Background: an optimization exercise with open tools, aiming at small area, a short achievable clock period and few clock cycles. Do not read the settings as production practice. At most, simulation tests tie the RTL to the original design; equivalence was not proved. The RTL of runs 4 and 5 was laid out without a check of its function. Power is estimated from default activity; no workload was simulated.

==> flow/design.v <==
module dem_decoder (
    input  wire        clk,
    input  wire        rst,         
    input  wire        start,
    input  wire [15:0] in_len,      
    input  wire [15:0] out_cap,     
    output wire        busy,
    output reg         done,
    output wire        fail,
    output wire [15:0] out_len,     
    input  wire        in_valid,
    input  wire [31:0] in_data,
    output wire        in_ready,
    output wire        out_valid,
    output wire [31:0] out_data,
    input  wire        out_ready
);
    localparam [2:0] T_OUT  = 3'd0, T_ZERO = 3'd1, T_D4  = 3'd2, T_D8  = 3'd3,
                     T_D12  = 3'd4, T_D16  = 3'd5, T_D24 = 3'd6, T_D32 = 3'd7;
    localparam [1:0] S_IDLE = 2'd0, S_RUN = 2'd1, S_FIN = 2'd2;
    reg  [1:0]  state;
    reg  [15:0] rem;         
    reg  [2:0]  c_r;         
    reg  [13:0] capr;        
    reg         capz;        
    reg  [13:0] outw;        
    reg         rhz;         
    reg         bad;         
    reg  [2:0]  rtype;       
    reg  [8:0]  rcnt;        
    reg         last;        
    reg         lenp;        
    reg         ph;          
    reg         ov;          
    reg         oflag;       
    reg  [31:0] prev;        
    reg  [31:0] A, B;
    reg         Av, Bv;
    reg  [1:0]  p;
    reg  [31:0] W;           
    always @(*) begin
        case (p)
            2'd0:    W = A;
            2'd1:    W = {B[7:0],  A[31:8]};
            2'd2:    W = {B[15:0], A[31:16]};
            default: W = {B[23:0], A[31:24]};
        endcase
    end
    wire ge2 = Av & (Bv | (p != 2'd3));
    wire ge3 = Av & (Bv | ~p[1]);
    wire ge4 = Av & (Bv | (p == 2'd0));
    wire run      = (state == S_RUN);
    wire is_delta = rtype[2] | rtype[1];
    wire in_rec   = (rcnt != 9'd0);
    wire [7:0] req = {8{rhz}} & (8'd1 << rem[2:0]);
    wire [7:0] rsh = req >> c_r;
    wire z0 = rsh[0];
    wire z1 = rsh[1];
    wire z2 = rsh[2];
    wire z3 = rsh[3];
    reg [31:0] delta;
    reg        sentinel;
    reg        fneed;        
    reg        fpast;        
    reg [2:0]  fc;           
    reg        mrg;          
    always @(*) begin
        delta    = 32'd0;
        sentinel = 1'b0;
        fneed    = 1'b1;
        fpast    = 1'b0;
        fc       = 3'd0;
        mrg      = 1'b1;
        case (rtype)
            T_D4: begin
                if (ph) begin
                    delta    = {{28{W[7]}}, W[7:4]};
                    sentinel = (W[7:4] == 4'h8);
                end else begin
                    delta    = {{28{W[3]}}, W[3:0]};
                    sentinel = (W[3:0] == 4'h8);
                end
                fneed = Av;
                fpast = z0;
                fc    = {2'b00, ph | last};
            end
            T_D8: begin
                delta    = {{24{W[7]}}, W[7:0]};
                sentinel = (W[7:0] == 8'h80);
                fneed    = Av;
                fpast    = z0;
                fc       = 3'd1;
            end
            T_D12: begin
                if (ph) begin
                    delta    = {{20{W[15]}}, W[15:4]};
                    sentinel = (W[15:4] == 12'h800);
                end else begin
                    delta    = {{20{W[11]}}, W[11:0]};
                    sentinel = (W[11:0] == 12'h800);
                end
                fneed = ge2;
                fpast = z0 | z1;
                fc    = (ph | last) ? 3'd2 : 3'd1;
            end
            T_D16: begin
                delta    = {{16{W[15]}}, W[15:0]};
                sentinel = (W[15:0] == 16'h8000);
                fneed    = ge2;
                fpast    = z0 | z1;
                fc       = 3'd2;
            end
            T_D24: begin
                delta    = {{8{W[23]}}, W[23:0]};
                sentinel = (W[23:0] == 24'h80_0000);
                fneed    = ge3;
                fpast    = z0 | z1 | z2;
                fc       = 3'd3;
                mrg      = 1'b0;
            end
            T_D32: begin
                delta    = W;
                sentinel = (W == 32'h8000_0000);
                fneed    = ge4;
                fpast    = z0 | z1 | z2 | z3;
                fc       = 3'd4;
                mrg      = 1'b0;
            end
            default: ;
        endcase
    end
    wire [31:0] sum  = prev + delta;
    wire        oget = ~ov | out_ready;                  
    wire        w_bad = run & in_rec & (fpast | capz);
    wire        emit_w = run & in_rec & ~w_bad & fneed & oget;
    wire        hmode   = run & ~in_rec;
    wire        hdr_try = (hmode & ~lenp) | (emit_w & last & mrg);
    wire [1:0]  k       = in_rec ? fc[1:0] : 2'd0;
    reg  [7:0]  H;
    reg         hav, rend;                               
    always @(*) begin
        case (k)
            2'd0:    begin H = W[7:0];   hav = Av;  rend = z0; end
            2'd1:    begin H = W[15:8];  hav = ge2; rend = z1; end
            default: begin H = W[23:16]; hav = ge3; rend = z2; end
        endcase
    end
    wire        hext   = (H[4:0] == 5'd0);
    wire        s_end  = hdr_try & rend;                 
    wire        h_ok   = hdr_try & ~rend & hav;
    wire        l_miss = hmode & lenp & z0;              
    wire        l_ok   = hmode & lenp & ~z0 & Av;
    wire        emit_l = l_ok & ~is_delta & ~capz & oget;
    wire        emit   = emit_w | emit_l;
    wire [2:0]  c = (emit_w ? fc : 3'd0) + {2'd0, h_ok | l_ok};
    assign busy      = (state != S_IDLE);
    assign in_ready  = run & ~Bv;
    assign out_valid = ov;
    assign out_data  = oflag ? 32'h8000_0000 : prev;
    assign fail      = bad;
    assign out_len   = bad ? 16'd0 : {outw, 2'b00};
    wire [2:0]  pc    = {1'b0, p} + c;
    wire [15:0] rem_n = rem - {13'd0, c_r};
    always @(posedge clk) begin
        if (in_ready && in_valid) begin
            B  <= in_data;
            Bv <= 1'b1;
        end
        if (!Av || pc[2]) begin
            if (Bv) begin
                A  <= B;
                Av <= 1'b1;
                Bv <= 1'b0;
                p  <= Av ? pc[1:0] : 2'd0;
            end else begin
                Av <= 1'b0;
                p  <= 2'd0;
            end
        end else begin
            p <= pc[1:0];
        end
        rem <= rem_n;
        rhz <= (rem_n[15:3] == 13'd0);
        capz <= emit ? (capr == 14'd1) : (capr == 14'd0);
        c_r <= c;
        if (emit) begin
            ov    <= 1'b1;
            oflag <= (rtype == T_OUT) | (is_delta & sentinel);
            if (is_delta && !sentinel)
                prev <= sum;
            rcnt  <= rcnt - 9'd1;
            last  <= (rcnt == 9'd2);
            ph    <= ~ph;
            outw  <= outw + 14'd1;
            capr  <= capr - 14'd1;
        end else if (oget) begin
            ov <= 1'b0;
        end
        if (h_ok) begin
            rtype <= H[7:5];
            lenp  <= hext;
            ph    <= 1'b0;
            if (!hext) begin
                rcnt <= {4'd0, H[4:0]};
                last <= (H[4:0] == 5'd1);
            end
        end
        if (l_ok) begin
            rcnt <= {1'b0, W[7:0]} + (emit_l ? 9'd31 : 9'd32);
            last <= 1'b0;
            lenp <= 1'b0;
        end
        done <= 1'b0;
        case (state)
            S_IDLE: begin
                if (start) begin
                    rem   <= in_len;
                    c_r   <= 3'd0;
                    lenp  <= 1'b0;
                    capr  <= out_cap[15:2];
                    capz  <= (out_cap[15:2] == 14'd0);
                    rhz   <= (in_len[15:3] == 13'd0);
                    outw  <= 14'd0;
                    prev  <= 32'd0;
                    bad   <= 1'b0;
                    rcnt  <= 9'd0;
                    Av    <= 1'b0;
                    Bv    <= 1'b0;
                    p     <= 2'd0;
                    state <= S_RUN;
                end
            end
            S_RUN: begin
                if (w_bad || l_miss) begin
                    bad   <= 1'b1;
                    state <= S_FIN;
                end else if (s_end) begin
                    state <= S_FIN;
                end
            end
            default: begin
                if (oget) begin
                    ov    <= 1'b0;
                    done  <= 1'b1;
                    state <= S_IDLE;
                end
            end
        endcase
        if (rst) begin
            state <= S_IDLE;
            done  <= 1'b0;
            ov    <= 1'b0;
            Bv    <= 1'b0;
        end
    end
endmodule
==> flow/run.sh <==
#!/bin/bash
# synth_recipe.tcl (not shown) runs the flow's synth.tcl, then flattens the netlist and writes it again
# the make line also repeats each setting of config.mk as NAME=value (left out here)
make -C /OpenROAD-flow-scripts/flow DESIGN_CONFIG=/design/flow/config.mk WORK_HOME=/design/flow/orfs CLKGATE_MAP_FILE= SYNTH_SCRIPT=/design/flow/synth_recipe.tcl finish
==> flow/config.mk <==
export PLATFORM = sky130hd
export DESIGN_NAME = dem_decoder
export DESIGN_NICKNAME = dem_decoder
export VERILOG_FILES = /design/flow/design.v
export SDC_FILE = /design/flow/constraint.sdc
export NUM_CORES = 4
export LEC_CHECK = 0
export CAP_MARGIN = 20
export CORE_MARGIN = 2
export CORE_UTILIZATION = 65
export SETUP_SLACK_MARGIN = 3
export SLEW_MARGIN = 20
==> flow/constraint.sdc <==
create_clock -name core_clock -period 8.0 [get_ports {clk}]
set_input_delay 1.6000 -clock core_clock [delete_from_list [all_inputs] [get_ports {clk}]]
set_output_delay 1.6000 -clock core_clock [all_outputs]
set_load 0.01 [all_outputs]
==> impl_metrics.env, run 1 <==
export IMPL_setup_tns_final_ns=0
export IMPL_netlist_instances=1170
export IMPL_cts_hold_buf=0
export IMPL_power_per_cell_area_mw_per_mm2=257.1
export IMPL_placed_cells=1454
export IMPL_dieArea_mm2=0.01785
export IMPL_final_cells=1493
export IMPL_vias_per_cell=6.396
export IMPL_numCtsBuffers=17
export IMPL_n_antenna_cell=0
export IMPL_cts_tree="built"
export IMPL_worstPathRequired_ns=8.15
export IMPL_nets=1381
export IMPL_syn_area_mm2=0.01092
export IMPL_holdCritPathClass="reg2reg"
export IMPL_grt_use_met2=0.5266
export IMPL_io_pin_count=122
export IMPL_fmax_ghz=0.2095
export IMPL_r2r_setup_slack_ns=3.27
export IMPL_crit_path_cell_trace="clkdlybuf4s50_1 > nand2b_1 > o211ai_1 > nor3_1 > nand4_2 > o32ai_2 > or3b_4 > nand2_1 > ha_1 > ha_1 > inv_1 > fa_1 > xnor2_4 > a21oi_4 > buf_12"
export IMPL_drive_gt1_frac=0.09662
export IMPL_ys_seq_elements=170
export IMPL_wl_per_cell_um=19.34
export IMPL_nFillCells=1139
export IMPL_cp_common_cell="ha_1"
export IMPL_clkTransAtPathRegs_ns=0.07
export IMPL_core_area_mm2=0.01652
export IMPL_cts_sinks=170
export IMPL_antenna_left=0
export IMPL_die_x_um=133.6
export IMPL_setup_viol=0
export IMPL_first_global_vias=8957
export IMPL_clock_latency_ns=0.44
export IMPL_ir_drop_uv=247.0
export IMPL_top_usage_layer="met2"
export IMPL_clock_skew_final_ns=0.01652
export IMPL_use_met1=0.4268
export IMPL_dpl_cell_area_mm2=0.01217
export IMPL_h_tree_depth=4
export IMPL_leakagePower_nw=4.890
export IMPL_synth_top_flop_cell="dfxtp_1"
export IMPL_synth_avg_cell_area_um2=9.334
export IMPL_place_congestion=0.9310
export IMPL_design_area_mm2=0.01289
export IMPL_drv_cap=0
export IMPL_drv_slew=0
export IMPL_grt_usage=0.3264
export IMPL_grt_max_degree=96
export IMPL_worst_pin_slew_ns=0.9666
export IMPL_via_count=9549
export IMPL_worstPathArrival_ns=4.92
export IMPL_cts_root_buf="clkbuf_16"
export IMPL_hold_viol_final=0
export IMPL_finalCriticalPeriod_ns=4.774
export IMPL_syn2layout_area_growth_pct=18.02
export IMPL_port_buffers=117
export IMPL_setup_worst_path_class="in2reg"
export IMPL_use_met3=0.06393
export IMPL_cts_buffer_depth=2
export IMPL_end_kind="flip-flop"
export IMPL_yosysUniqueCellTypes=82
export IMPL_cpPeakStageDelay_ns=0.49
export IMPL_fin_ws_ns=3.226
export IMPL_die_h_um=133.6
export IMPL_status="finished clean"
export IMPL_dp_hpwl_um=20210
export IMPL_totalWireLength_um=28880
export IMPL_core_rowCount=47
export IMPL_synth_edf_count=69
export IMPL_synthArstFlopShare=0
export IMPL_first_pass_iters=7
export IMPL_preCtsSetupSlack_ns=1.977
export IMPL_cp_slowest_cell="fa_1"
export IMPL_grt_first_pass_wirelength_um=45950
export IMPL_seq_area_frac_synth=0.3749
export IMPL_grt_overflow=0
export IMPL_final_core_util=0.7800
export IMPL_rsz0062_at_grt="false"
export IMPL_drc=0
export IMPL_yosysWarnings=1
export IMPL_drt_iter0_markers=1070
export IMPL_start_util=0.6609
export IMPL_antenna_found_initial=0
export IMPL_max_slew_margin=0.3556
export IMPL_period_share=0.5967
export IMPL_cp_start_kind="primary input"
export IMPL_crit_path_max_fanout=16
==> power by group <==
part | internal [mW] | switching, mW | total (mW)
Combinational | 0.506 | 0.715 | 1.22
Sequential | 1.08 | 0.197 | 1.28
Clock | 0.415 | 0.397 | 0.812
==> cells in the mapped netlist (8+ instances only) <==
master | count | area, um^2
nand3_1 | 36 | 180.2
or4_1 | 12 | 90.09
nor2b_1 | 54 | 337.8
nor4_1 | 19 | 118.9
o21ai_0 | 65 | 325.3
edfxtp_1 | 69 | 2072
mux2_2 | 10 | 112.6
o211ai_1 | 11 | 82.58
or2_2 | 8 | 50.05
mux2i_1 | 28 | 280.3
o21a_1 | 8 | 60.06
inv_1 | 32 | 120.1
xor2_1 | 35 | 306.5
nand2b_1 | 10 | 62.56
buf_2 | 15 | 75.07
nand2_1 | 106 | 397.9
ha_1 | 48 | 600.6
mux4_2 | 30 | 675.7
a21o_1 | 23 | 172.7
nand4_1 | 12 | 75.07
nor3_1 | 39 | 195.2
nor2_1 | 103 | 386.6
o22ai_1 | 8 | 50.05
o21bai_1 | 8 | 60.06
dfxtp_1 | 101 | 2022
xnor2_1 | 38 | 332.8
clkbuf_1 | 32 | 120.1
a31oi_1 | 12 | 75.07
a21oi_1 | 65 | 325.3
and3_1 | 14 | 87.58
==> flip-flops by register name, indices dropped and copies added (netlist names) <==
signal / count
B: 32
ov: 1
lenp: 1
c_r: 3
last: 1
capz: 1
prev: 32
p: 2
oflag: 1
rhz: 1
Bv: 1
done: 1
rem: 16
rcnt: 9
rtype: 3
bad: 1
ph: 1
capr: 14
A: 32
outw: 14
Av: 1
state: 2
==> cell type report <==
cell class	count	area (um^2)	area share
Tap cell	220	275.3	0.02136
Multi-Input combinational cell	910	6540	0.5074
Clock inverter	15	147.6	0.01146
Timing Repair Buffer	127	1274	0.09883
Sequential cell	170	4099	0.3180
Clock buffer	17	425.4	0.03301
Inverter	34	127.6	0.009902
==> cell families (layout without fill, tap and decap cells) <==
family,Yosys count,in the layout,synth area share
fa+ha+maj,52,52,0.06233
flops,170,170,0.3749
simple gates,456,456,0.2181
compound gates,258,259,0.1522
mux,68,68,0.09785
other cells,1,2,0.0003434
xor+xnor,73,73,0.05855
buf+inv,92,193,0.03575
==> path summary, 6_finish.rpt <==
check / cells after the start / start / to
min reg2reg: 0 / B[25]$_DFFE_PP_ / A[25]$_DFFE_PP_
min: 0 / B[25]$_DFFE_PP_ / A[25]$_DFFE_PP_
max: 15 / out_ready / A[4]$_DFFE_PP_
max reg2reg: 15 / p[0]$_DFF_P_ / prev[28]$_DFF_P_
==> critical path, delay by kind of cell <==
kind,cells,cell delay (ns)
simple gates,5,1.12
fa+ha+maj,3,0.77
buf+inv,3,0.72
compound gates,3,0.46
xor+xnor,1,0.24
==> through the flow <==
stage	hold WS [ns]	power, mW
finish	0.4222	3.314
global route	0.4274	3.487
CTS	0.4233	3.279
detailed placement	0.4054	2.451
global placement	0.4015	2.413
floorplan	0.4003	2.133
==> timing repair <==
| item | in CTS | in global routing |
|---|---|---|
| setup endpoints to repair | 43 | 51 |
| setup buffers | 5 | 0 |
| pin swaps | 2 | 0 |
| resized for setup | 7 | 6 |
| gates cloned | 1 | 0 |
==> cell usage in the layout, fill, tap and decap left out, types with 32 or more instances in the layout <==
cell / count
clkdlybuf4s50_1: 117
nand2_1: 106
nor2_1: 102
dfxtp_1: 99
edfxtp_1: 69
a21oi_1: 64
o21ai_0: 64
nor2b_1: 53
ha_1: 48
nor3_1: 39
xnor2_1: 37
nand3_1: 36
xor2_1: 35
inv_1: 32
==> metal layers <==
layer,part of all wire,up-vias
met3,0.076,119
li1,-,4495
met4,0.043,0
met1,0.41,4464
met5,0,-
met2,0.47,471
Testbench counts, summed over its fixed seeds: cycles 38,707.
==> run 2, diff against run 1 <==
--- a/flow/config.mk
+++ b/flow/config.mk
@@ -7,6 +7,6 @@
 export LEC_CHECK = 0
 export CAP_MARGIN = 20
 export CORE_MARGIN = 2
-export CORE_UTILIZATION = 65
-export SETUP_SLACK_MARGIN = 3
+export CORE_UTILIZATION = 40
+export SETUP_SLACK_MARGIN = 5
 export SLEW_MARGIN = 20
==> impl_metrics.env, run 2 <==
export IMPL_die_h_um=169.2
export IMPL_synthAdderAreaFrac=0.06233
export IMPL_synth_avg_cell_area_um2=9.334
export IMPL_vias_per_cell=5.677
export IMPL_synth_top_family_by_area="simple AND/OR/NAND/NOR gates"
export IMPL_worstPathRequired_ns=8.33
export IMPL_start_util=0.4063
export IMPL_yosysWarnings=1
export IMPL_setup_worst_path_class="reg2reg"
export IMPL_grt_overflow=0
export IMPL_finalCriticalPeriod_ns=3.998
export IMPL_nFillCells=2304
export IMPL_yosysUniqueCellTypes=82
export IMPL_drv_cap=0
export IMPL_via_count=9991
export IMPL_crit_path_cell_trace="buf_16 > mux4_2 > buf_6 > mux2i_4 > a2bb2oi_4 > nor2b_4 > nand2_2 > ha_4 > a21o_1 > a21oi_2 > o21ai_2 > or3_4 > o21ai_4 > buf_6 > o21bai_4 > mux2i_1 > nand2_1 > mux2i_1"
export IMPL_fin_ws_ns=4.002
export IMPL_status="finished clean"
export IMPL_drive_gt1_frac=0.3326
export IMPL_rsz0062_at_grt="true"
export IMPL_power_mw=3.698
export IMPL_setup_viol=0
export IMPL_first_pass_iters=7
export IMPL_first_global_vias=9782
export IMPL_setup_tns_final_ns=0
export IMPL_grt_usage=0.2324
export IMPL_period_share=0.4998
export IMPL_place_congestion=0.8704
export IMPL_synthSimpleGateAreaFrac=0.2181
export IMPL_grt_max_degree=80
export IMPL_io_pin_count=122
export IMPL_synth_edf_count=69
export IMPL_synthArstFlopShare=0
export IMPL_max_slew_margin=0.5088
export IMPL_cp_slowest_cell="mux4_2"
export IMPL_seq_area_mm2=0.004116
export IMPL_worstPathArrival_ns=4.33
export IMPL_antenna_left=0
export IMPL_clkTransAtPathRegs_ns=0.07
export IMPL_cts_tree="built"
export IMPL_numCtsBuffers=17
export IMPL_seq_area_frac_synth=0.3749
export IMPL_power_per_cell_area_mw_per_mm2=238.5
export IMPL_cts_buffer_depth=2
export IMPL_port_buffers=117
export IMPL_final_cells=1760
export IMPL_cp_start_kind="flip-flop"
export IMPL_cts_hold_buf=0
export IMPL_synth_top_cell_by_area="edfxtp_1"
export IMPL_power_frac_seq=0.347
export IMPL_cts_sinks=170
export IMPL_dieArea_mm2=0.02864
export IMPL_hold_viol_final=0
export IMPL_drt_iter0_markers=718
export IMPL_holdCritPathClass="reg2reg"
export IMPL_intPower_mw=2.241
export IMPL_ys_seq_elements=170
export IMPL_syn2layout_area_growth_pct=41.97
export IMPL_netlist_instances=1170
export IMPL_synth_top_area_share=0.1897
export IMPL_end_kind="flip-flop"
export IMPL_syn_area_mm2=0.01092
export IMPL_cts_root_buf="clkbuf_16"
export IMPL_synth_top_flop_cell="dfxtp_1"
export IMPL_drc=0
export IMPL_totalWireLength_um=33700
export IMPL_core_rowCount=60
export IMPL_yosysMostFrequentCell="nand2_1"
export IMPL_synth_compound_area_share=0.1522
export IMPL_grt_first_pass_wirelength_um=52460
export IMPL_n_antenna_cell=0
export IMPL_h_tree_depth=4
export IMPL_synthXorXnorAreaFrac=0.05855
export IMPL_layout_common_cells="98 x buf_4, 94 x nor2_1, 91 x dfxtp_1, 91 x nand2_1, 69 x edfxtp_1"
export IMPL_core_area_mm2=0.02688
export IMPL_crit_path_max_fanout=6
export IMPL_antenna_found_initial=0
export IMPL_wl_per_cell_um=19.15
export IMPL_dp_hpwl_um=20460
export IMPL_yosys_top_cells_count="106 x nand2_1, 103 x nor2_1, 101 x dfxtp_1"
export IMPL_combPwrFrac=0.421
export IMPL_cpPeakStageDelay_ns=0.53
export IMPL_clock_latency_ns=0.45
export IMPL_nets=1527
export IMPL_preCtsSetupSlack_ns=2.232
export IMPL_worst_pin_slew_ns=0.7273
export IMPL_reg_top3="A (32), B (32), prev (32)"
export IMPL_leakagePower_nw=5.945
export IMPL_multi_input_area_mm2=0.007652
export IMPL_die_x_um=169.2
export IMPL_synth_area_leaders="edfxtp_1 19%, dfxtp_1 19%, mux4_2 6.2%"
export IMPL_ir_drop_uv=143.9
export IMPL_final_common_cell="buf_4"
export IMPL_clock_skew_final_ns=0.01566
export IMPL_placed_cells=1576
export IMPL_synth_mux_area_frac=0.09785
export IMPL_drv_slew=0
export IMPL_fmax_ghz=0.2501
export IMPL_power_frac_clock=0.232
export IMPL_swShare=0.3939
export IMPL_p_sw_mw=1.456
run 2: critical path, delay by kind of cell, from the launching register on:
family	cells	cell delay (ns)
AOI/OAI and AO/OA	6	0.99
muxes	4	0.97
and+or+nand+nor	4	0.82
buffers and inverters	3	0.43
DFF	1	0.40
adders and majority gates	1	0.23
run 2: worst paths after layout:
path              startpoint          endpoint  slack (ns)  cells after the start
min reg2reg  B[28]$_DFFE_PP_   A[28]$_DFFE_PP_        0.42                      0
max reg2reg     p[0]$_DFF_P_  prev[31]$_DFF_P_        4.00                     18
max             p[0]$_DFF_P_  prev[31]$_DFF_P_        4.00                     18
min          B[28]$_DFFE_PP_   A[28]$_DFFE_PP_        0.42                      0
run 2: cell type report:
class / count / area share
Sequential cell: 170 / 0.2655
Multi-Input combinational cell: 916 / 0.4936
Clock inverter: 13 / 0.009442
Inverter: 34 / 0.009442
Timing Repair Buffer: 267 / 0.1646
Clock buffer: 19 / 0.02994
Tap cell: 341 / 0.02752
run 2: routing by layer:
layer  GRT usage  share of wire
met1      0.3065           0.45
met4     0.09216          0.034
met5           0              0
met2      0.3713           0.45
met3     0.05247          0.065
run 2: cell families after synthesis:
group | Yosys count
AOI/OAI and AO/OA | 258
and+or+nand+nor | 456
xor gates and xnor gates | 73
other | 1
buffers and inverters | 92
muxes | 68
DFF | 170
adders and majority gates | 52
run 2: through the flow:
stage	hold slack [ns]	instance area [um^2]	utilization
floorplan	0.4003	11450	-
global placement	0.4042	12710	0.4730
detailed placement	0.4045	12720	0.4732
CTS	0.4214	14840	0.5523
global route	0.4245	15500	0.5769
finish	0.4199	15500	0.5769
run 2: timing repair:
action                                  in CTS  in global routing
buffers inserted                           115                 25
gates cloned                                11                  1
endpoints found under the setup margin     181                140
pin swaps                                   71                 56
gates resized for setup                    294                124
run 2: power groups by stage:
| stage | clock network, mW | logic, mW | registers, mW |
|---|---|---|---|
| 2_1_floorplan | 0 | 0.975 | 1.22 |
| 3_3_place_gp | 0 | 1.19 | 1.29 |
| 3_5_place_dp | 0 | 1.21 | 1.30 |
| 4_1_cts | 0.872 | 1.44 | 1.27 |
| 5_1_grt | 0.906 | 1.70 | 1.31 |
| 6_report | 0.859 | 1.56 | 1.28 |
==> run 3, diff against run 2 <==
==> flow/flow/run.sh (new file) <==
#!/bin/bash
# The standard layout, with the port buffers made from the smallest buffer cell.
set -euo pipefail
bash standard.sh 'BUFFER_PORTS_ARGS=-buffer_cell sky130_fd_sc_hd__buf_1' finish > standard_flow.log 2>&1
==> flow/standard.sh (new file) <==
#!/bin/bash
# synth_recipe.tcl (not shown) runs the flow's synth.tcl, then flattens the netlist and writes it again
# the make line also repeats each setting of config.mk as NAME=value (left out here)
make -C /OpenROAD-flow-scripts/flow DESIGN_CONFIG=/design/flow/config.mk WORK_HOME=/design/flow/orfs CLKGATE_MAP_FILE= SYNTH_SCRIPT=/design/flow/synth_recipe.tcl "${@:-finish}"
removed: flow/run.sh
==> impl_metrics.env, run 3 <==
export IMPL_use_met1=0.3054
export IMPL_power_mw=3.614
export IMPL_via_count=9979
export IMPL_grt_first_pass_wirelength_um=50080
export IMPL_dpl_cell_area_mm2=0.01198
export IMPL_fmax_ghz=0.2498
export IMPL_numCtsBuffers=17
export IMPL_cp_start_kind="primary input"
export IMPL_yosysMostFrequentCell="nand2_1"
export IMPL_layout_common_cells="94 x nand2_1, 93 x dfxtp_1, 93 x nor2_1, 93 x buf_4, 83 x buf_1"
export IMPL_rsz0062_at_grt="true"
export IMPL_place_congestion=0.8655
export IMPL_hold_slack_ns=0.4187
export IMPL_worstPathRequired_ns=8.15
export IMPL_grt_usage=0.2227
export IMPL_drv_slew=0
export IMPL_final_core_util=0.5513
export IMPL_first_pass_iters=5
export IMPL_cts_hold_buf=0
export IMPL_ys_seq_elements=170
export IMPL_cts_buffer_depth=2
export IMPL_yosys_top_cells_count="106 x nand2_1, 103 x nor2_1, 101 x dfxtp_1"
export IMPL_yosysUniqueCellTypes=82
export IMPL_die_h_um=169.2
export IMPL_wl_per_cell_um=18.82
export IMPL_max_slew_margin=0.3168
export IMPL_leakagePower_nw=5.636
export IMPL_start_util=0.4063
export IMPL_syn_area_mm2=0.01092
export IMPL_drive_gt1_frac=0.3156
export IMPL_cts_root_buf="clkbuf_16"
export IMPL_drt_iter0_markers=737
export IMPL_netlist_instances=1170
export IMPL_dp_hpwl_um=20000
export IMPL_clkTransAtPathRegs_ns=0.07
export IMPL_end_kind="flip-flop"
export IMPL_io_pin_count=122
export IMPL_syn2layout_area_growth_pct=35.68
export IMPL_setup_tns_final_ns=0
export IMPL_cts_tree="built"
export IMPL_clock_skew_final_ns=0.02422
export IMPL_period_share=0.5005
export IMPL_vias_per_cell=5.689
export IMPL_holdCritPathClass="reg2reg"
export IMPL_top_usage_layer="met2"
export IMPL_drv_cap=0
export IMPL_nets=1521
export IMPL_synth_top_flop_cell="dfxtp_1"
export IMPL_ir_drop_uv=147.8
export IMPL_port_buffers=117
export IMPL_synthArstFlopShare=0
export IMPL_dieArea_mm2=0.02864
export IMPL_synth_top_area_share=0.1897
export IMPL_clock_latency_ns=0.45
export IMPL_antenna_found_initial=0
export IMPL_synth_top_cell_by_area="edfxtp_1"
export IMPL_synth_avg_cell_area_um2=9.334
export IMPL_antenna_left=0
export IMPL_use_met3=0.04897
export IMPL_power_per_cell_area_mw_per_mm2=243.9
export IMPL_grt_max_degree=96
export IMPL_drc=0
export IMPL_hold_viol_final=0
export IMPL_yosysWarnings=1
export IMPL_setup_viol=0
export IMPL_die_x_um=169.2
export IMPL_grt_overflow=0
export IMPL_seq_area_frac_synth=0.3749
export IMPL_design_area_mm2=0.01482
export IMPL_totalWireLength_um=33010
export IMPL_synth_area_leaders="edfxtp_1 19%, dfxtp_1 19%, mux4_2 6.2%"
export IMPL_core_area_mm2=0.02688
export IMPL_worst_pin_slew_ns=1.025
export IMPL_crit_path_max_fanout=16
export IMPL_setup_worst_path_class="in2reg"
export IMPL_first_global_vias=9342
export IMPL_status="finished clean"
export IMPL_core_rowCount=60
export IMPL_reg_top3="A (32), B (32), prev (32)"
export IMPL_n_antenna_cell=0
export IMPL_finalCriticalPeriod_ns=4.004
export IMPL_worstPathArrival_ns=4.15
export IMPL_final_common_cell="nand2_1"
export IMPL_cts_sinks=170
export IMPL_h_tree_depth=4
export IMPL_synth_edf_count=69
export IMPL_grt_use_met2=0.3521
## run 3: cell counts after synthesis
No cell type changed its count.
## run 3: area by class of cell
class | instances | area (um^2)
Fill cell | 2345 | 12060
Clock inverter | 13 | 125.1
Tap cell | 341 | 426.7
Sequential cell | 170 | 4106
Timing Repair Buffer | 258 | 1911
Inverter | 34 | 146.4
Clock buffer | 19 | 454.2
Multi-Input combinational cell | 919 | 7647
## run 3: per-stage QoR
stage | setup WS, ns | cells
after global placement | 2.547 | 1576
after detailed placement | 2.516 | 1576
final | 3.996 | 1754
after CTS | 4.023 | 1716
after floorplan | 3.223 | 1171
after global routing | 3.902 | 1754
## run 3: kinds of logic (layout without fill, tap and decap cells)
logic type | count (synthesis) | after routing | synth area share
simple gates | 456 | 465 | 0.2181
compound gates | 258 | 259 | 0.1522
flops | 170 | 170 | 0.3749
buf+inv | 92 | 324 | 0.03575
xor+xnor | 73 | 73 | 0.05855
mux | 68 | 68 | 0.09785
fa+ha+maj | 52 | 52 | 0.06233
other cells | 1 | 2 | 0.0003434
## run 3: path summary, 6_finish.rpt
kind	start	end	slack [ns]	depth (start not counted)
hold / removal	B[24]$_DFFE_PP_	A[24]$_DFFE_PP_	0.42	0
hold reg to reg	B[24]$_DFFE_PP_	A[24]$_DFFE_PP_	0.42	0
setup / recovery	out_ready	A[29]$_DFFE_PP_	4.00	16
setup reg to reg	p[0]$_DFF_P_	prev[30]$_DFF_P_	4.04	16
## run 3: metal layers
metal / up-vias / routed length, um
li1: 4795 / -
met1: 4734 / 14750
met2: 378 / 15170
met3: 72 / 2255
met4: 0 / 833
met5: - / 0
## run 3: timing repair
item,4_1_cts,5_1_grt
resized for setup,129,134
setup buffers,96,37
pin swaps,50,65
setup endpoints to repair,150,146
cloned,12,1
## run 3: power breakdown
part	internal, mW	switching (mW)	leakage (nW)
combinational	0.651	0.838	3.89
sequential	1.09	0.196	1.46
clock	0.456	0.386	0.293
total	2.19	1.42	5.64
## run 3: critical path, cell delays in order
cell,delay [ns]
buf_8,0.07
nand2b_4,0.12
o211ai_1,0.09
nor3_2,0.18
nand4_2,0.13
o32ai_2,0.13
or3b_4,0.43
nand2_4,0.08
ha_4,0.14
ha_4,0.11
inv_2,0.03
fa_2,0.40
xnor2_4,0.17
buf_6,0.15
a21oi_4,0.14
buf_12,0.17
==> run 4, diff against run 3 <==
--- a/flow/design.v
+++ b/flow/design.v
@@ -21,16 +21,19 @@
     reg  [1:0]  state;
     reg  [15:0] rem;         
     reg  [2:0]  c_r;         
+    reg         rhz;         
     reg  [13:0] capr;        
     reg         capz;        
     reg  [13:0] outw;        
-    reg         rhz;         
     reg         bad;         
     reg  [2:0]  rtype;       
     reg  [8:0]  rcnt;        
     reg         last;        
     reg         lenp;        
     reg         ph;          
+    reg         dv;          
+    reg         dout;        
+    reg  [31:0] dlt;         
     reg         ov;          
     reg         oflag;       
     reg  [31:0] prev;        
@@ -129,10 +132,9 @@
             default: ;
         endcase
     end
-    wire [31:0] sum  = prev + delta;
-    wire        oget = ~ov | out_ready;                  
-    wire        w_bad = run & in_rec & (fpast | capz);
-    wire        emit_w = run & in_rec & ~w_bad & fneed & oget;
+    wire        oget   = ~ov | out_ready;
+    wire        w_bad  = run & in_rec & (fpast | capz);
+    wire        emit_w = run & in_rec & ~w_bad & fneed;      
     wire        hmode   = run & ~in_rec;
     wire        hdr_try = (hmode & ~lenp) | (emit_w & last & mrg);
     wire [1:0]  k       = in_rec ? fc[1:0] : 2'd0;
@@ -152,6 +154,7 @@
     wire        l_ok   = hmode & lenp & ~z0 & Av;
     wire        emit_l = l_ok & ~is_delta & ~capz & oget;
     wire        emit   = emit_w | emit_l;
+    wire        adv    = ~in_rec | oget;
     wire [2:0]  c = (emit_w ? fc : 3'd0) + {2'd0, h_ok | l_ok};
     assign busy      = (state != S_IDLE);
     assign in_ready  = run & ~Bv;
@@ -166,49 +169,62 @@
             B  <= in_data;
             Bv <= 1'b1;
         end
-        if (!Av || pc[2]) begin
+        if (!Av) begin
             if (Bv) begin
                 A  <= B;
                 Av <= 1'b1;
                 Bv <= 1'b0;
-                p  <= Av ? pc[1:0] : 2'd0;
-            end else begin
-                Av <= 1'b0;
-                p  <= 2'd0;
-            end
-        end else begin
+            end
+            p <= 2'd0;
+        end else if (adv) begin
+            if (pc[2]) begin
+                if (Bv) begin
+                    A  <= B;
+                    Bv <= 1'b0;
+                end else begin
+                    Av <= 1'b0;
+                end
+            end
             p <= pc[1:0];
         end
         rem <= rem_n;
         rhz <= (rem_n[15:3] == 13'd0);
-        capz <= emit ? (capr == 14'd1) : (capr == 14'd0);
-        c_r <= c;
-        if (emit) begin
-            ov    <= 1'b1;
-            oflag <= (rtype == T_OUT) | (is_delta & sentinel);
-            if (is_delta && !sentinel)
-                prev <= sum;
-            rcnt  <= rcnt - 9'd1;
-            last  <= (rcnt == 9'd2);
-            ph    <= ~ph;
-            outw  <= outw + 14'd1;
-            capr  <= capr - 14'd1;
-        end else if (oget) begin
-            ov <= 1'b0;
-        end
-        if (h_ok) begin
-            rtype <= H[7:5];
-            lenp  <= hext;
-            ph    <= 1'b0;
-            if (!hext) begin
-                rcnt <= {4'd0, H[4:0]};
-                last <= (H[4:0] == 5'd1);
-            end
-        end
-        if (l_ok) begin
-            rcnt <= {1'b0, W[7:0]} + (emit_l ? 9'd31 : 9'd32);
-            last <= 1'b0;
-            lenp <= 1'b0;
+        c_r <= adv ? c : 3'd0;
+        if (oget) begin
+            ov    <= dv;
+            oflag <= dout;
+            prev  <= prev + dlt;
+        end
+        if (adv) begin
+            if (oget) begin
+                dv   <= emit;
+                dout <= emit & ((rtype == T_OUT) | (is_delta & sentinel));
+                dlt  <= (emit_w & is_delta & ~sentinel) ? delta : 32'd0;
+            end
+            if (emit) begin
+                outw <= outw + 14'd1;
+                capr <= capr - 14'd1;
+            end
+            capz <= emit ? (capr == 14'd1) : (capr == 14'd0);
+            if (emit_w) begin
+                rcnt <= rcnt - 9'd1;
+                last <= (rcnt == 9'd2);
+                ph   <= ~ph;
+            end
+            if (h_ok) begin
+                rtype <= H[7:5];
+                lenp  <= hext;
+                ph    <= 1'b0;
+                if (!hext) begin
+                    rcnt <= {4'd0, H[4:0]};
+                    last <= (H[4:0] == 5'd1);
+                end
+            end
+            if (l_ok) begin
+                rcnt <= {1'b0, W[7:0]} + (emit_l ? 9'd31 : 9'd32);
+                last <= 1'b0;
+                lenp <= 1'b0;
+            end
         end
         done <= 1'b0;
         case (state)
@@ -216,17 +232,16 @@
                 if (start) begin
                     rem   <= in_len;
                     c_r   <= 3'd0;
-                    lenp  <= 1'b0;
+                    rhz   <= (in_len[15:3] == 13'd0);
                     capr  <= out_cap[15:2];
                     capz  <= (out_cap[15:2] == 14'd0);
-                    rhz   <= (in_len[15:3] == 13'd0);
                     outw  <= 14'd0;
                     prev  <= 32'd0;
                     bad   <= 1'b0;
                     rcnt  <= 9'd0;
+                    lenp  <= 1'b0;
                     Av    <= 1'b0;
                     Bv    <= 1'b0;
-                    p     <= 2'd0;
                     state <= S_RUN;
                 end
             end
@@ -234,13 +249,12 @@
                 if (w_bad || l_miss) begin
                     bad   <= 1'b1;
                     state <= S_FIN;
-                end else if (s_end) begin
+                end else if (s_end && adv) begin
                     state <= S_FIN;
                 end
             end
             default: begin
-                if (oget) begin
-                    ov    <= 1'b0;
+                if (oget && !dv) begin
                     done  <= 1'b1;
                     state <= S_IDLE;
                 end
@@ -250,6 +264,7 @@
             state <= S_IDLE;
             done  <= 1'b0;
             ov    <= 1'b0;
+            dv    <= 1'b0;
             Bv    <= 1'b0;
         end
     end
==> flow/run.sh (new file) <==
#!/bin/bash
# synth_recipe.tcl (not shown) runs the flow's synth.tcl, then flattens the netlist and writes it again
# the make line also repeats each setting of config.mk as NAME=value (left out here)
make -C /OpenROAD-flow-scripts/flow DESIGN_CONFIG=/design/flow/config.mk WORK_HOME=/design/flow/orfs CLKGATE_MAP_FILE= SYNTH_SCRIPT=/design/flow/synth_recipe.tcl finish
--- a/flow/config.mk
+++ b/flow/config.mk
@@ -7,6 +7,6 @@
 export LEC_CHECK = 0
 export CAP_MARGIN = 20
 export CORE_MARGIN = 2
-export CORE_UTILIZATION = 40
-export SETUP_SLACK_MARGIN = 5
+export CORE_UTILIZATION = 65
+export SETUP_SLACK_MARGIN = 3
 export SLEW_MARGIN = 20
removed: flow/flow/run.sh
removed: flow/standard.sh
==> impl_metrics.env, run 4 <==
export IMPL_max_slew_margin=0.3214
export IMPL_holdCritPathClass="reg2reg"
export IMPL_core_area_mm2=0.01809
export IMPL_end_kind="flip-flop"
export IMPL_yosys_top_cells_count="138 x nor2_1, 111 x nand2_1, 104 x edfxtp_1"
export IMPL_drv_slew=0
export IMPL_nFillCells=1231
export IMPL_antenna_left=0
export IMPL_leakagePower_nw=5.291
export IMPL_dp_hpwl_um=20310
export IMPL_netlist_instances=1261
export IMPL_wl_per_cell_um=18.16
export IMPL_vias_per_cell=6.346
export IMPL_first_pass_iters=22
export IMPL_finalCriticalPeriod_ns=4.763
export IMPL_yosysMostFrequentCell="nor2_1"
export IMPL_totalWireLength_um=29070
export IMPL_grt_usage=0.2921
export IMPL_worst_pin_slew_ns=1.015
export IMPL_synth_edf_count=104
export IMPL_r2r_setup_slack_ns=3.24
export IMPL_drive_gt1_frac=0.08528
export IMPL_synth_avg_cell_area_um2=9.546
export IMPL_ir_drop_uv=250.5
export IMPL_cp_start_kind="flip-flop"
export IMPL_synth_area_leaders="edfxtp_1 26%, dfxtp_1 17%, mux4_2 5.2%"
export IMPL_cp_slowest_cell="or4_4"
export IMPL_place_congestion=0.9721
export IMPL_synthArstFlopShare=0
export IMPL_r2r_cells=18
export IMPL_dpl_cell_area_mm2=0.01330
export IMPL_grt_overflow=0
export IMPL_clock_skew_final_ns=0.02576
export IMPL_via_count=10160
export IMPL_crit_cells=18
export IMPL_h_tree_depth=1
export IMPL_crit_path_start="rcnt[0]$_DFF_P_"
export IMPL_start_util=0.6656
export IMPL_die_x_um=140.1
export IMPL_ys_seq_elements=204
export IMPL_crit_buf_inv=3
export IMPL_final_cells=1601
export IMPL_crit_path_max_fanout=10
export IMPL_antenna_found_initial=0
export IMPL_die_h_um=140.1
export IMPL_drt_iter0_markers=919
export IMPL_crit_path_cell_trace="inv_1 > ha_1 > or4b_1 > or2_4 > or4_4 > or4_4 > clkinvlp_4 > ha_1 > inv_1 > fa_1 > nor2b_1 > o21ai_0 > nand2b_1 > a21o_1 > a21o_1 > xor2_1 > a21oi_1 > o22ai_1"
export IMPL_power_per_cell_area_mw_per_mm2=180.8
export IMPL_layout_common_cells="137 x nor2_1, 117 x clkdlybuf4s50_1, 111 x nand2_1"
export IMPL_power_frac_seq=0.480
export IMPL_combPwrFrac=0.130
export IMPL_setup_tns_final_ns=0
export IMPL_setup_worst_path_class="reg2reg"
export IMPL_rsz0062_at_grt="false"
export IMPL_wl_met1_um=12870
export IMPL_cts_buffer_depth=3
export IMPL_worstPathRequired_ns=8.42
export IMPL_nets=1477
export IMPL_worstPathArrival_ns=5.19
export IMPL_power_frac_clock=0.389
export IMPL_yosysUniqueCellTypes=81
export IMPL_status="finished clean"
export IMPL_crit_end="rcnt[6]$_DFF_P_"
export IMPL_dieArea_mm2=0.01962
export IMPL_period_share=0.5954
export IMPL_swShare=0.2643
export IMPL_syn_area_mm2=0.01204
export IMPL_met3_length_um=2226
export IMPL_grt_max_degree=85
export IMPL_numCtsBuffers=22
export IMPL_port_buffers=117
export IMPL_syn2layout_area_growth_pct=17.36
export IMPL_io_pin_count=122
export IMPL_reg2reg_from="rcnt[0]$_DFF_P_"
export IMPL_n_antenna_cell=0
export IMPL_final_common_cell="nor2_1"
export IMPL_synth_top_area_share=0.2594
export IMPL_grt_first_pass_wirelength_um=47180
export IMPL_hold_viol_final=0
export IMPL_fmax_ghz=0.2099
export IMPL_r2r_end="rcnt[6]$_DFF_P_"
export IMPL_clock_latency_ns=0.52
export IMPL_cp_top_family="simple AND/OR/NAND/NOR gates"
export IMPL_first_global_vias=9453
export IMPL_yosysWarnings=1
export IMPL_met2_length_um=13200
export IMPL_cts_sinks=204
export IMPL_drc=0
export IMPL_clkTransAtPathRegs_ns=0.07
export IMPL_cts_root_buf="clkbuf_16"
export IMPL_design_area_mm2=0.01413
export IMPL_highest_layer="met4"
export IMPL_seq_area_frac_synth=0.4257
export IMPL_synth_top_flop_cell="edfxtp_1"
export IMPL_core_rowCount=49
export IMPL_intPower_mw=1.879
export IMPL_p_sw_uw=675.1
export IMPL_drv_cap=0
export IMPL_synth_top_cell_by_area="edfxtp_1"
export IMPL_cpPeakStageDelay_ns=0.59
export IMPL_placed_cells=1551
export IMPL_cts_tree="built"
export IMPL_setup_viol=0
## run 4: power groups by stage
stage	logic (mW)	clock network, mW	registers, mW
after CTS	0.322	1.01	1.23
after floorplan	0.224	0	1.23
after detailed placement	0.318	0	1.25
final	0.332	0.995	1.23
after global routing	0.367	1.04	1.23
after global placement	0.309	0	1.24
## run 4: metal layers
metal | track usage | vias up
li1 | - | 4841
met5 | 0 | -
met3 | 0.04786 | 79
met2 | 0.4752 | 429
met4 | 0.07868 | 0
met1 | 0.4110 | 4811
## run 4: worst min path at each step
stage | from | slack (ns) | cells past startpoint | endpoint
after floorplan | B[24]$_DFFE_PP_ | 0.40 | 0 | A[24]$_DFFE_PP_
after global placement | B[24]$_DFFE_PP_ | 0.40 | 0 | A[24]$_DFFE_PP_
after detailed placement | B[29]$_DFFE_PP_ | 0.40 | 0 | A[29]$_DFFE_PP_
after CTS | dout$_DFFE_PP_ | 0.42 | 0 | oflag$_DFFE_PN_
after global routing | B[25]$_DFFE_PP_ | 0.43 | 0 | A[25]$_DFFE_PP_
final | dout$_DFFE_PP_ | 0.42 | 0 | oflag$_DFFE_PN_
## run 4: cell families after synthesis
| kind of cell | count (synthesis) | synth area share |
|---|---|---|
| flops | 204 | 0.4257 |
| other cells | 1 | 0.0003115 |
| xor+xnor | 76 | 0.05530 |
| simple gates | 484 | 0.2010 |
| fa+ha+maj | 52 | 0.05654 |
| compound gates | 298 | 0.1588 |
| mux | 46 | 0.06818 |
| buf+inv | 100 | 0.03409 |
## run 4: worst reg2reg max path: cells and delay by family (launching register included)
kind / cells / cell delay (ns)
buffers and inverters: 3 / 0.36
AND/OR/NAND/NOR: 6 / 2.27
adder cells (fa/ha/maj): 3 / 0.83
XOR/XNOR: 1 / 0.19
AO/OA/AOI/OAI: 5 / 0.66
flip-flops: 1 / 0.35
## run 4: timing repair
action	4_1_cts	5_1_grt
gates resized for setup	2	3
setup buffers	0	9
hold buffers	0	0
pin swaps	0	1
endpoints found under the setup margin	33	35
gates cloned	1	0
## run 4: through the flow
step                utilization  hold slack (ns)  power (mW)  worst slack, ns
floorplan                     -           0.4003       1.449            3.085
global placement         0.7352           0.4007       1.552            2.877
detailed placement       0.7352           0.4045       1.563            2.777
CTS                      0.7754           0.4198       2.554            3.058
global route             0.7811           0.4336       2.645            2.998
finish                   0.7811           0.4195       2.554            3.237
## run 4: final cells by class
class,count,area (um^2),area share
inverters,34,131.4,0.009299
clock buffers,25,561.8,0.03977
flip-flops and latches,204,5127,0.3629
repair buffers,135,1331,0.09423
well taps,229,286.5,0.02028
multi-input cells,959,6543,0.4631
clock inverters,15,146.4,0.01036
==> run 5, diff against run 4 <==
--- a/flow/design.v
+++ b/flow/design.v
@@ -28,6 +28,7 @@
     reg         bad;         
     reg  [2:0]  rtype;       
     reg  [8:0]  rcnt;        
+    reg         inr;         
     reg         last;        
     reg         lenp;        
     reg         ph;          
@@ -54,7 +55,7 @@
     wire ge4 = Av & (Bv | (p == 2'd0));
     wire run      = (state == S_RUN);
     wire is_delta = rtype[2] | rtype[1];
-    wire in_rec   = (rcnt != 9'd0);
+    wire in_rec   = inr;
     wire [7:0] req = {8{rhz}} & (8'd1 << rem[2:0]);
     wire [7:0] rsh = req >> c_r;
     wire z0 = rsh[0];
@@ -133,29 +134,35 @@
         endcase
     end
     wire        oget   = ~ov | out_ready;
-    wire        w_bad  = run & in_rec & (fpast | capz);
-    wire        emit_w = run & in_rec & ~w_bad & fneed;      
-    wire        hmode   = run & ~in_rec;
-    wire        hdr_try = (hmode & ~lenp) | (emit_w & last & mrg);
-    wire [1:0]  k       = in_rec ? fc[1:0] : 2'd0;
-    reg  [7:0]  H;
-    reg         hav, rend;                               
+    wire        w_bad  = run & inr & (fpast | capz);
+    wire        emit_w = run & inr & ~fpast & ~capz & fneed;   
+    wire        hmode  = run & ~inr;
+    reg  [7:0]  Hf;
+    reg         havf, rendf;                             
     always @(*) begin
-        case (k)
-            2'd0:    begin H = W[7:0];   hav = Av;  rend = z0; end
-            2'd1:    begin H = W[15:8];  hav = ge2; rend = z1; end
-            default: begin H = W[23:16]; hav = ge3; rend = z2; end
-        endcase
-    end
+        case (fc[1:0])
+            2'd0:    begin Hf = W[7:0];   havf = Av;  rendf = z0; end
+            2'd1:    begin Hf = W[15:8];  havf = ge2; rendf = z1; end
+            default: begin Hf = W[23:16]; havf = ge3; rendf = z2; end
+        endcase
+    end
+    wire        hok_e  = last & mrg & ~rendf & havf;    
+    wire        end_e  = last & mrg & rendf;            
+    wire        hok_h  = ~lenp & ~z0 & Av;              
+    wire [7:0]  H      = inr ? Hf : W[7:0];
     wire        hext   = (H[4:0] == 5'd0);
-    wire        s_end  = hdr_try & rend;                 
-    wire        h_ok   = hdr_try & ~rend & hav;
+    wire        h_ok   = inr ? (emit_w & hok_e) : (hmode & hok_h);
+    wire        s_end  = inr ? (emit_w & end_e) : (hmode & ~lenp & z0);
     wire        l_miss = hmode & lenp & z0;              
     wire        l_ok   = hmode & lenp & ~z0 & Av;
     wire        emit_l = l_ok & ~is_delta & ~capz & oget;
     wire        emit   = emit_w | emit_l;
-    wire        adv    = ~in_rec | oget;
+    wire        adv    = ~inr | oget;
     wire [2:0]  c = (emit_w ? fc : 3'd0) + {2'd0, h_ok | l_ok};
+    wire [2:0]  pf   = {1'b0, p} + fc;
+    wire        xw   = hok_e ? (pf >= 3'd3) : pf[2];     
+    wire        xh   = (p == 2'd3);                      
+    wire        exh  = inr ? (emit_w & xw) : (hmode & ~z0 & Av & xh);
     assign busy      = (state != S_IDLE);
     assign in_ready  = run & ~Bv;
     assign out_valid = ov;
@@ -177,7 +184,7 @@
             end
             p <= 2'd0;
         end else if (adv) begin
-            if (pc[2]) begin
+            if (exh) begin
                 if (Bv) begin
                     A  <= B;
                     Bv <= 1'b0;
@@ -208,6 +215,7 @@
             capz <= emit ? (capr == 14'd1) : (capr == 14'd0);
             if (emit_w) begin
                 rcnt <= rcnt - 9'd1;
+                inr  <= ~last;
                 last <= (rcnt == 9'd2);
                 ph   <= ~ph;
             end
@@ -217,11 +225,13 @@
                 ph    <= 1'b0;
                 if (!hext) begin
                     rcnt <= {4'd0, H[4:0]};
+                    inr  <= 1'b1;
                     last <= (H[4:0] == 5'd1);
                 end
             end
             if (l_ok) begin
                 rcnt <= {1'b0, W[7:0]} + (emit_l ? 9'd31 : 9'd32);
+                inr  <= 1'b1;
                 last <= 1'b0;
                 lenp <= 1'b0;
             end
@@ -239,6 +249,7 @@
                     prev  <= 32'd0;
                     bad   <= 1'b0;
                     rcnt  <= 9'd0;
+                    inr   <= 1'b0;
                     lenp  <= 1'b0;
                     Av    <= 1'b0;
                     Bv    <= 1'b0;
==> flow/flow/run.sh (new file) <==
#!/bin/bash
# The standard layout, with the port buffers made from the smallest buffer cell.
set -euo pipefail
bash standard.sh 'BUFFER_PORTS_ARGS=-buffer_cell sky130_fd_sc_hd__buf_1' finish > standard_flow.log 2>&1
==> flow/standard.sh (new file) <==
#!/bin/bash
# synth_recipe.tcl (not shown) runs the flow's synth.tcl, then flattens the netlist and writes it again
# the make line also repeats each setting of config.mk as NAME=value (left out here)
make -C /OpenROAD-flow-scripts/flow DESIGN_CONFIG=/design/flow/config.mk WORK_HOME=/design/flow/orfs CLKGATE_MAP_FILE= SYNTH_SCRIPT=/design/flow/synth_recipe.tcl "${@:-finish}"
--- a/flow/config.mk
+++ b/flow/config.mk
@@ -7,6 +7,6 @@
 export LEC_CHECK = 0
 export CAP_MARGIN = 20
 export CORE_MARGIN = 2
-export CORE_UTILIZATION = 65
-export SETUP_SLACK_MARGIN = 3
+export CORE_UTILIZATION = 40
+export SETUP_SLACK_MARGIN = 5
 export SLEW_MARGIN = 20
removed: flow/run.sh
==> impl_metrics.env, run 5 <==
export IMPL_yosysUniqueCellTypes=82
export IMPL_clkTransAtPathRegs_ns=0.06
export IMPL_reg2reg_from="p[0]$_SDFFE_PN0N_"
export IMPL_die_h_um=178.1
export IMPL_place_congestion=0.8670
export IMPL_die_x_um=178.1
export IMPL_grt_usage=0.2048
export IMPL_grt_max_degree=85
export IMPL_first_pass_iters=5
export IMPL_core_area_mm2=0.02972
export IMPL_nFillCells=2671
export IMPL_antenna_left=0
export IMPL_h_tree_depth=1
export IMPL_max_slew_margin=0.3979
export IMPL_setup_viol=0
export IMPL_end_kind="flip-flop"
export IMPL_power_frac_clock=0.433
export IMPL_via_count=10270
export IMPL_netlist_instances=1247
export IMPL_syn_area_mm2=0.01213
export IMPL_fmax_ghz=0.2965
export IMPL_cpPeakStageDelay_ns=0.38
export IMPL_status="finished clean"
export IMPL_r2r_cells=12
export IMPL_dp_hpwl_um=20850
export IMPL_finalCriticalPeriod_ns=3.372
export IMPL_synth_top_flop_cell="edfxtp_1"
export IMPL_cts_buffer_depth=3
export IMPL_design_area_mm2=0.01523
export IMPL_combPwrFrac=0.078
export IMPL_ys_seq_elements=205
export IMPL_n_antenna_cell=0
export IMPL_worstPathArrival_ns=3.77
export IMPL_totalWireLength_um=32770
export IMPL_hold_viol_final=0
export IMPL_setup_worst_path_class="in2reg"
export IMPL_worst_pin_slew_ns=0.9031
export IMPL_power_per_cell_area_mw_per_mm2=159.3
export IMPL_multi_input_area_mm2=0.007071
export IMPL_drv_slew=0
export IMPL_drt_iter0_markers=806
export IMPL_crit_path_cell_trace="buf_6 > nor2b_4 > buf_12 > inv_4 > nand4b_1 > inv_2 > ha_4 > fa_2 > a21oi_2 > nor2_1 > nor2_2 > xnor2_1 > a221o_1 > a311oi_1 > nor3_1"
export IMPL_cts_sinks=205
export IMPL_hold_slack_ns=0.4211
export IMPL_syn2layout_area_growth_pct=25.54
export IMPL_crit_end="rcnt[4]$_DFF_P_"
export IMPL_synth_top_cell_by_area="edfxtp_1"
export IMPL_final_common_cell="nand2_1"
export IMPL_seq_area_mm2=0.005161
export IMPL_intPower_mw=1.846
export IMPL_drc=0
export IMPL_yosysWarnings=1
export IMPL_power_frac_seq=0.489
export IMPL_power_mw=2.426
export IMPL_yosysMostFrequentCell="nand2_1"
export IMPL_wl_per_cell_um=17.87
export IMPL_crit_path_start="out_ready"
export IMPL_synth_area_leaders="edfxtp_1 26%, dfxtp_1 17%, mux4_2 5.2%"
export IMPL_cts_tree="built"
export IMPL_drv_cap=0
export IMPL_r2r_setup_slack_ns=4.69
export IMPL_rsz0062_at_grt="true"
export IMPL_synth_avg_cell_area_um2=9.726
export IMPL_grt_overflow=0
export IMPL_swShare=0.2392
export IMPL_synth_edf_count=104
export IMPL_clock_skew_final_ns=0.01747
export IMPL_synthArstFlopShare=0
export IMPL_holdCritPathClass="reg2reg"
export IMPL_grt_first_pass_wirelength_um=51980
export IMPL_io_pin_count=122
export IMPL_worstPathRequired_ns=8.40
export IMPL_crit_path_max_fanout=2
export IMPL_antenna_found_initial=0
export IMPL_vias_per_cell=5.602
export IMPL_clock_latency_ns=0.52
export IMPL_cts_root_buf="clkbuf_16"
export IMPL_layout_common_cells="144 x nand2_1, 104 x edfxtp_1, 92 x dfxtp_1"
export IMPL_cts_hold_buf=0
export IMPL_dpl_cell_area_mm2=0.01293
export IMPL_cp_start_kind="primary input"
export IMPL_dieArea_mm2=0.03173
export IMPL_first_global_vias=9834
export IMPL_nets=1549
export IMPL_seq_area_frac_synth=0.4242
export IMPL_leakagePower_nw=5.807
export IMPL_period_share=0.4216
export IMPL_start_util=0.4081
export IMPL_numCtsBuffers=24
export IMPL_r2r_end="dlt[17]$_SDFFCE_PN0P_"
export IMPL_port_buffers=117
export IMPL_p_sw_uw=580.4
export IMPL_cp_slowest_cell="fa_2"
export IMPL_yosys_top_cells_count="147 x nand2_1, 110 x a21oi_1, 104 x edfxtp_1"
export IMPL_min_path_cells=0
export IMPL_ir_drop_uv=121.4
export IMPL_core_rowCount=63
export IMPL_drive_gt1_frac=0.2410
export IMPL_synth_top_area_share=0.2575
export IMPL_setup_tns_final_ns=0
==> run 5: cell types whose count changed in the layout (fill, tap and decap cells not counted), moves of 23 or more <==
cell,delta
clkdlybuf4s50_1,-117
buf_2,+38
nand2_1,+33
buf_1,+69
a21oi_2,+32
buf_4,+51
buf_6,+23
nor2_1,-64
==> run 5: kinds of logic (layout without fill, tap and decap cells) <==
family	Yosys count	count (layout)	share of synthesized area
simple gates	452	453	0.1862
compound gates	321	321	0.1692
flops	205	205	0.4242
buf+inv	99	294	0.04003
xor+xnor	73	73	0.05272
fa+ha+maj	53	53	0.05716
mux	43	43	0.07015
other cells	1	2	0.0003092
==> run 5: worst min path at each step <==
stage	from	to	slack (ns)
5_1_grt	dout$_DFFE_PP_	oflag$_DFFE_PN_	0.43
4_1_cts	dout$_DFFE_PP_	oflag$_DFFE_PN_	0.42
3_5_place_dp	B[29]$_DFFE_PP_	A[29]$_DFFE_PP_	0.40
3_3_place_gp	dout$_DFFE_PP_	oflag$_DFFE_PN_	0.40
6_report	B[28]$_DFFE_PP_	A[28]$_DFFE_PP_	0.42
2_1_floorplan	B[24]$_DFFE_PP_	A[24]$_DFFE_PP_	0.40
==> run 5: worst max-delay path, delay by kind of cell <==
kind,cells,cell delay (ns)
adders and majority gates,2,0.54
and+or+nand+nor,5,0.53
buffers and inverters,4,0.32
xor gates and xnor gates,1,0.08
AOI/OAI and AO/OA,3,0.68
==> run 5: per-layer routing <==
layer | vias to the layer above | track usage | part of all wire
li1 | 4998 | - | -
met3 | 62 | 0.02685 | 0.053
met1 | 4917 | 0.2751 | 0.43
met2 | 297 | 0.3445 | 0.49
met4 | 0 | 0.06182 | 0.023
met5 | - | 0 | 0
==> run 5: power by group through the flow <==
stage | registers (mW) | logic, mW | clock network, mW
after global placement | 1.21 | 0.161 | 0
final | 1.19 | 0.190 | 1.05
after global routing | 1.19 | 0.212 | 1.12
after detailed placement | 1.21 | 0.163 | 0
after floorplan | 1.19 | 0.123 | 0
after CTS | 1.18 | 0.187 | 1.07
==> run 5: cell type report <==
class	count	area share
Clock buffer	33	0.04462
Timing Repair Buffer	218	0.1063
Inverter	33	0.008875
Tap cell	390	0.03205
Multi-Input combinational cell	945	0.4644
Sequential cell	205	0.3390
Clock inverter	10	0.004766
==> run 5: repair_timing <==
action	CTS	global route
cloned	9	0
resized for setup	138	52
setup buffers	67	18
pin swaps	42	25
endpoints found under the setup margin	176	147
==> run 5: through the flow <==
stage / instances / util / worst slack (ns)
6_report: 1834 / 0.5124 / 4.628
3_5_place_dp: 1697 / 0.4352 / 3.687
2_1_floorplan: 1248 / - / 4.274
3_3_place_gp: 1697 / 0.4352 / 3.706
4_1_cts: 1816 / 0.5009 / 4.708
5_1_grt: 1834 / 0.5124 / 4.551
==> run 6, diff against run 5 <==
--- a/flow/design.v
+++ b/flow/design.v
@@ -34,6 +34,7 @@
     reg         ph;          
     reg         dv;          
     reg         dout;        
+    reg         dadd;        
     reg  [31:0] dlt;         
     reg         ov;          
     reg         oflag;       
@@ -170,6 +171,8 @@
     assign fail      = bad;
     assign out_len   = bad ? 16'd0 : {outw, 2'b00};
     wire [2:0]  pc    = {1'b0, p} + c;
+    wire [8:0]  len32 = {1'b0, W[7:0]} + 9'd32;
+    wire [8:0]  len31 = {1'b0, W[7:0]} + 9'd31;
     wire [15:0] rem_n = rem - {13'd0, c_r};
     always @(posedge clk) begin
         if (in_ready && in_valid) begin
@@ -200,13 +203,15 @@
         if (oget) begin
             ov    <= dv;
             oflag <= dout;
-            prev  <= prev + dlt;
+            if (dadd)
+                prev <= prev + dlt;
         end
         if (adv) begin
             if (oget) begin
                 dv   <= emit;
                 dout <= emit & ((rtype == T_OUT) | (is_delta & sentinel));
-                dlt  <= (emit_w & is_delta & ~sentinel) ? delta : 32'd0;
+                dadd <= emit_w & is_delta & ~sentinel;
+                dlt  <= delta;
             end
             if (emit) begin
                 outw <= outw + 14'd1;
@@ -230,7 +235,7 @@
                 end
             end
             if (l_ok) begin
-                rcnt <= {1'b0, W[7:0]} + (emit_l ? 9'd31 : 9'd32);
+                rcnt <= emit_l ? len31 : len32;
                 inr  <= 1'b1;
                 last <= 1'b0;
                 lenp <= 1'b0;
@@ -276,6 +281,7 @@
             done  <= 1'b0;
             ov    <= 1'b0;
             dv    <= 1'b0;
+            dadd  <= 1'b0;
             Bv    <= 1'b0;
         end
     end
--- a/flow/config.mk
+++ b/flow/config.mk
@@ -8,5 +8,8 @@
 export CAP_MARGIN = 20
 export CORE_MARGIN = 2
 export CORE_UTILIZATION = 40
+export CTS_BUF_LIST = sky130_fd_sc_hd__clkbuf_16
+export CTS_CLUSTER_DIAMETER = 80
+export CTS_CLUSTER_SIZE = 30
 export SETUP_SLACK_MARGIN = 5
 export SLEW_MARGIN = 20
==> impl_metrics.env, run 6 <==
export IMPL_synth_top_cell_by_area="edfxtp_1"
export IMPL_yosysUniqueCellTypes=93
export IMPL_grt_overflow=0
export IMPL_seq_area_frac_synth=0.4243
export IMPL_syn_area_mm2=0.01217
export IMPL_grt_usage=0.1998
export IMPL_dp_hpwl_um=21580
export IMPL_synth_top_flop_cell="edfxtp_1"
export IMPL_placed_cells=1745
export IMPL_synth_edf_count=104
export IMPL_nFillCells=2721
export IMPL_grt_first_pass_wirelength_um=50940
export IMPL_vias_per_cell=5.562
export IMPL_yosysWarnings=1
export IMPL_rsz0062_at_grt="true"
export IMPL_period_share=0.4054
export IMPL_leakagePower_nw=5.705
export IMPL_setup_viol=0
export IMPL_drv_slew=0
export IMPL_start_util=0.4085
export IMPL_fmax_ghz=0.3083
export IMPL_die_h_um=178.5
export IMPL_layout_common_cells="156 x nand2_1, 104 x edfxtp_1, 94 x dfxtp_1"
export IMPL_worstPathRequired_ns=8.44
export IMPL_reg2reg_from="rtype[0]$_DFFE_PP_"
export IMPL_crit_path_max_fanout=4
export IMPL_yosys_top_cells_count="160 x nand2_1, 104 x edfxtp_1, 102 x dfxtp_1"
export IMPL_clkTransAtPathRegs_ns=0.11
export IMPL_seq_area_mm2=0.005180
export IMPL_totalWireLength_um=32720
export IMPL_worstPathArrival_ns=3.68
export IMPL_die_x_um=178.5
export IMPL_syn2layout_area_growth_pct=23.29
export IMPL_via_count=10300
export IMPL_port_buffers=117
export IMPL_h_tree_depth=1
export IMPL_multi_input_area_mm2=0.007177
export IMPL_max_slew_margin=0.4276
export IMPL_wl_per_cell_um=17.68
export IMPL_hold_viol_final=0
export IMPL_crit_end="p[1]$_SDFFE_PN0N_"
export IMPL_dieArea_mm2=0.03184
export IMPL_setup_tns_final_ns=0
export IMPL_cts_tree="built"
export IMPL_cts_root_buf="clkbuf_16"
export IMPL_r2r_cells=14
export IMPL_ir_drop_uv=161.4
export IMPL_nets=1570
export IMPL_hp_start="B[25]$_DFFE_PP_"
export IMPL_ys_seq_elements=206
export IMPL_core_area_mm2=0.02980
export IMPL_clock_latency_ns=0.51
export IMPL_cts_sinks=206
export IMPL_r2r_setup_slack_ns=4.76
export IMPL_core_rowCount=63
export IMPL_status="finished clean"
export IMPL_finalCriticalPeriod_ns=3.244
export IMPL_n_antenna_cell=0
export IMPL_synth_area_leaders="edfxtp_1 26%, dfxtp_1 17%, nand2_1 4.9%"
export IMPL_use_met1=0.2692
export IMPL_cts_buffer_depth=3
export IMPL_setup_worst_path_class="reg2reg"
export IMPL_r2r_end="p[1]$_SDFFE_PN0N_"
export IMPL_synthArstFlopShare=0
export IMPL_grt_max_degree=40
export IMPL_cp_start_kind="flip-flop"
export IMPL_netlist_instances=1295
export IMPL_power_per_cell_area_mw_per_mm2=168.2
export IMPL_antenna_found_initial=0
export IMPL_yosysMostFrequentCell="nand2_1"
export IMPL_clock_skew_final_ns=0.03713
export IMPL_crit_path_start="rtype[0]$_DFFE_PP_"
export IMPL_end_kind="flip-flop"
export IMPL_drc=0
export IMPL_place_congestion=0.8932
export IMPL_synth_top_area_share=0.2566
export IMPL_drv_cap=0
export IMPL_drive_gt1_frac=0.2115
export IMPL_holdCritPathClass="reg2reg"
export IMPL_final_common_cell="nand2_1"
export IMPL_io_pin_count=122
export IMPL_grt_use_met2=0.3224
export IMPL_synth_avg_cell_area_um2=9.400
export IMPL_drt_iter0_markers=732
export IMPL_top_usage_layer="met2"
export IMPL_numCtsBuffers=14
export IMPL_first_global_vias=9795
export IMPL_final_cells=1851
export IMPL_worst_pin_slew_ns=0.8540
export IMPL_use_met3=0.03495
export IMPL_antenna_left=0
export IMPL_first_pass_iters=5
## run 6: cell types whose count changed in the layout (fill, tap and decap cells not counted), moves of 10 or more
cell | previous run | this run
nand4_1 | 11 | 21
mux2i_1 | 6 | 30
o21ai_0 | 61 | 74
nand2_1 | 144 | 156
buf_4 | 67 | 52
nor2_1 | 73 | 88
mux4_2 | 30 | 13
a21oi_2 | 33 | 8
## run 6: how the worst min path moves through the flow
stage / cells past startpoint / slack, ns / endpoint
floorplan: 0 / 0.40 / A[24]$_DFFE_PP_
global placement: 0 / 0.40 / oflag$_DFFE_PN_
global route: 0 / 0.41 / A[25]$_DFFE_PP_
finish: 0 / 0.40 / A[25]$_DFFE_PP_
detailed placement: 0 / 0.40 / A[27]$_DFFE_PP_
CTS: 0 / 0.40 / A[25]$_DFFE_PP_
## run 6: layout make-up
cell class / instances / share of cell area
well taps: 390 / 0.03251
repair buffers: 206 / 0.1008
repair inverters: 1 / 0.0003335
multi-input cells: 984 / 0.4782
clock inverters: 9 / 0.007587
flip-flops and latches: 206 / 0.3451
clock buffers: 15 / 0.02501
inverters: 40 / 0.01042
## run 6: logic make-up after synthesis
logic type,Yosys count,synth area share
muxes,55,0.05982
adders and majority gates,48,0.05119
other,1,0.0003081
DFF,206,0.4243
and+or+nand+nor,484,0.1998
AOI/OAI and AO/OA,322,0.1734
buffers and inverters,108,0.03885
xor gates and xnor gates,71,0.05232
## run 6: report_power, final
part	internal (mW)	leakage, nW	switching [mW]
Clock	0.391	0.239	0.408
Sequential	1.20	1.86	0.0903
Combinational	0.191	3.60	0.247
Total	1.78	5.70	0.745
## run 6: critical path, stage by stage, from the launching register on
cell and delay, ns:
edfxtp_1 0.49, buf_4 0.20, buf_4 0.13, o31a_1 0.29
nand2_2 0.12, and2_4 0.17, a211oi_1 0.05, a211o_4 0.34
or3_4 0.39, nand2_4 0.09, ha_4 0.20, ha_4 0.15
xnor2_1 0.12, or3_1 0.30, a21boi_1 0.12
## run 6: per-layer routing
layer / wire length, um / part of all wire
met3: 1925 / 0.059
met4: 1127 / 0.034
met2: 15210 / 0.46
met5: 0 / 0
met1: 14450 / 0.44
## run 6: metrics by stage
| step | util | hold slack, ns | instance area [um^2] | setup WS (ns) | total power, mW |
|---|---|---|---|---|---|
| after CTS | 0.4853 | 0.4010 | 14460 | 4.825 | 2.524 |
| after floorplan | - | 0.4003 | 12360 | 4.352 | 1.564 |
| after global routing | 0.5037 | 0.4100 | 15010 | 4.650 | 2.646 |
| after detailed placement | 0.4372 | 0.4045 | 13030 | 3.190 | 1.673 |
| after global placement | 0.4365 | 0.4043 | 13010 | 3.159 | 1.664 |
| final | 0.5037 | 0.4020 | 15010 | 4.756 | 2.524 |
## run 6: timing repair
item | 4_1_cts | 5_1_grt
hold buffers | 0 | 0
buffers inserted | 55 | 19
gates cloned | 6 | 2
resized for setup | 110 | 93
endpoints found under the setup margin | 224 | 123
pin swaps | 19 | 29
Testbench counts of run 6, summed over its fixed seeds: cycles 38,900.

Setup slack of run 6, layout unchanged: 4.756 ns with ideal ports, 4.756 ns with driving cells assumed (clock clkbuf_16, inputs buf_2), 4.455 ns with port delays also shifted by the 0.540 ns mid clock arrival.
